This design comes from an exercise in tuning for a short achievable clock period and few clock cycles on the open sky130 flow, not from production work. Function was checked by simulation only, so behaviour that the tests miss may differ from the original. The clock port is modelled as an ideal driver; clocking choices that lean on that would not hold on a real chip.

Design reel_compositor, start of the top module:
module reel_compositor (
    input  wire        clk,
    input  wire        rst,
    input  wire        gscr_we,
    input  wire [2:0]  gscr_addr,
    input  wire [7:0]  gscr_wdata,
    input  wire        start,
    output wire        busy,
    output reg  [13:0] vram_addr,
    input  wire [15:0] vram_rdata,
    output reg  [16:0] fgrom_addr,
    input  wire [63:0] fgrom_rdata,
    output reg  [18:0] reelrom_addr,
    input  wire [63:0] reelrom_rdata,
    output reg         pix_we,
    output reg  [17:0] pix_addr,
    output reg  [7:0]  pix_data
);
    reg [7:0] gscr [0:7];
    always @(posedge clk) begin
        if (gscr_we)
            gscr[gscr_addr] <= gscr_wdata;
    end
    wire [15:0] global_x       = {gscr[1], gscr[0]};
    wire [15:0] global_y       = {gscr[3], gscr[2]};
    wire [15:0] global_x_reels = {gscr[5], gscr[4]};
    wire [15:0] global_y_reels = {gscr[7], gscr[6]};
    function [63:0] rev8;
        input [63:0] v;
        integer k;
        begin
            for (k = 0; k < 8; k = k + 1)
                rev8[8*k +: 8] = v[8*(7-k) +: 8];
        end
    endfunction
    reg busy_r;
    reg go;             
    reg lastB;          
    assign busy = busy_r;
    always @(posedge clk) begin
        if (rst) begin
            busy_r <= 1'b0;
            go     <= 1'b0;
        end else begin
            go <= start && !busy_r;
            if (start && !busy_r)
                busy_r <= 1'b1;
            else if (pix_we && lastB)
                busy_r <= 1'b0;
        end
    end
    reg [15:0] vq;
    reg [63:0] rq;
    reg [63:0] fq;
    always @(posedge clk) begin
        vq <= vram_rdata;
        rq <= reelrom_rdata;
        fq <= fgrom_rdata;
    end
    reg [2:0] slot;
    reg [5:0] grp;
    reg       fvalid;       
    reg [8:0] yf;           
    reg [8:0] lineR;        
    reg [1:0] mR;           
    reg [5:0] fr;           
    reg [2:0] fpy;          
    reg [2:0] hR, hF;       
  ...
make LEC_CHECK=0 ABC_CLOCK_PERIOD_IN_PS=2000 CAP_MARGIN=20 CORE_MARGIN=2 CORE_UTILIZATION=40 PLACE_DENSITY=0.6 SETUP_SLACK_MARGIN=4.5 SLEW_MARGIN=20 TNS_END_PERCENT=100 finish   # period 6.5 ns
run.sh (not shown) runs the stock make flow with config.mk's settings and CLKGATE_MAP_FILE= SYNTH_SCRIPT=/design/flow/synth_recipe.tcl, a recipe that flattens the netlist after the stock synthesis.
Testbench counts at the start, summed over its fixed seeds: cycles 589,992.
Edit:
--- a/flow/config.mk
+++ b/flow/config.mk
@@ -8 +7,0 @@
-export ABC_CLOCK_PERIOD_IN_PS = 2000
@@ -13 +11,0 @@
-export SETUP_SLACK_MARGIN = 4.5
@@ -15 +12,0 @@
-export TNS_END_PERCENT = 100
Effect: First-iteration DRC count goes up slightly; via count goes down slightly; synthesized cell count is unchanged; cell count goes down slightly; clock skew goes up by 4.0 ps; setup slack got worse by 600 ps; count of clock-buffer cells in the layout goes down by 5; non-clock buffer count goes down by 44; area after synthesis does not change; design area goes down slightly.

## fjord
Another version of the RTL of reel_compositor (not shown whole).
Size: about 2400 cells after synthesis, about 240 I/O pins, ~31000 um^2 of cells after synthesis.
## reel_compositor
module reel_compositor (
    input  wire        clk,
    input  wire        rst,
    input  wire        gscr_we,
    input  wire [2:0]  gscr_addr,
    input  wire [7:0]  gscr_wdata,
    input  wire        start,
    output wire        busy,
    output reg  [13:0] vram_addr,
    input  wire [15:0] vram_rdata,
    output reg  [16:0] fgrom_addr,
    input  wire [63:0] fgrom_rdata,
    output reg  [18:0] reelrom_addr,
    input  wire [63:0] reelrom_rdata,
    output reg         pix_we,
    output reg  [17:0] pix_addr,
    output reg  [7:0]  pix_data
);
Settings: LEC_CHECK=0, ABC_CLOCK_PERIOD_IN_PS=2000, CAP_MARGIN=20, CORE_MARGIN=2, CORE_UTILIZATION=60, PLACE_DENSITY=0.7, SETUP_SLACK_MARGIN=4.5, SLEW_MARGIN=20, TNS_END_PERCENT=100; clock period 6.5 ns.
Testbench counts of fjord, summed over its fixed seeds: cycles 589,988.
diff inputs: fjord => cedar
==> flow/flow/run.sh (new file) <==
#!/bin/bash
set -euo pipefail
export CTS_ARGS="-sink_clustering_enable -repair_clock_nets -sink_clustering_size 25 -sink_clustering_max_diameter 100"
export POST_CTS_TCL="$PWD/flow/post_cts.tcl"
bash standard.sh > standard_flow.log 2>&1
==> flow/flow/post_cts.tcl (new file) <==
set block [ord::get_db_block]
set root [$block findInst clkbuf_0_clk]
if {$root != "NULL"} {
  set in_net [[$root findITerm A] getNet]
  set out_net [[$root findITerm X] getNet]
  set sinks {}
  foreach it [$out_net getITerms] {
    if {[$it getInst] != $root} { lappend sinks $it }
  }
  puts "post_cts: root buffer feeds [llength $sinks] pins"
  if {[llength $sinks] <= 4} {
    foreach it $sinks { $it disconnect }
    [$root findITerm A] disconnect
    [$root findITerm X] disconnect
    odb::dbInst_destroy $root
    odb::dbNet_destroy $out_net
    foreach it $sinks { $it connect $in_net }
    puts "post_cts: removed root buffer"
    estimate_parasitics -placement
    report_clock_latency
    repair_timing_helper
    detailed_placement
    check_placement -verbose
  }
}
==> flow/standard.sh (new file) <==
#!/bin/bash
# synth_recipe.tcl (not shown) runs the flow's synth.tcl, then flattens the netlist and writes it again
# the make line also repeats each setting of config.mk as NAME=value (left out here)
make -C /OpenROAD-flow-scripts/flow DESIGN_CONFIG=/design/flow/config.mk WORK_HOME=/design/flow/orfs CLKGATE_MAP_FILE= SYNTH_SCRIPT=/design/flow/synth_recipe.tcl "${@:-finish}"
removed: flow/run.sh
[summary]
Having completed the whole flow, fjord delivered a layout that passed the timing, design-rule and antenna checks. cedar: full flow OK, the timing, design-rule and antenna checks passed. Compared cedar vs fjord, and post-route fraction of the period consumed by the critical path is down in cedar. cedar vs fjord: detailed route wirelength on metal3 down in cedar. Looking at cell with the largest stage delay on the worst path, the dfxtp_4 result is from fjord; the dfxtp_2 one comes from cedar. Compared to fjord, the router laid down less metal wire for cedar.

## port drivers added, routing unchanged
Ports are ideal in the flow. The routed layouts listed here were re-timed in OpenROAD.
Step 1: set_driving_cell puts a clkbuf_16 on clk and a buf_2 on each other input, an assumption about the parent block.
Step 2 moves the port delays by t, midway between the first and last clock arrival at a register: inputs arrive t later, outputs are due t later. That takes back most of the time a late clock gives input paths.
a / b / c = ideal / step 1 / step 2; a / b = the first two.
run | shift t [ns] | setup slack, ns | clock arrival spread, ns
the first run of note 1 | 0.710 | 3.996 / 3.931 / 3.847 | 0.022 / 0.022
the second run of note 1 | 0.690 | 3.395 / 3.395 / 3.395 | 0.026 / 0.026
fjord | 0.670 | 4.112 / 4.050 / 4.006 | 0.027 / 0.026
cedar | 0.511 | 4.304 / 4.180 / 4.047 | 0.026 / 0.026
After both steps every run listed still meets setup and hold. For cedar, which loses most, drivers alone change the setup slack by -0.124 ns; drivers and shift together by -0.257 ns.
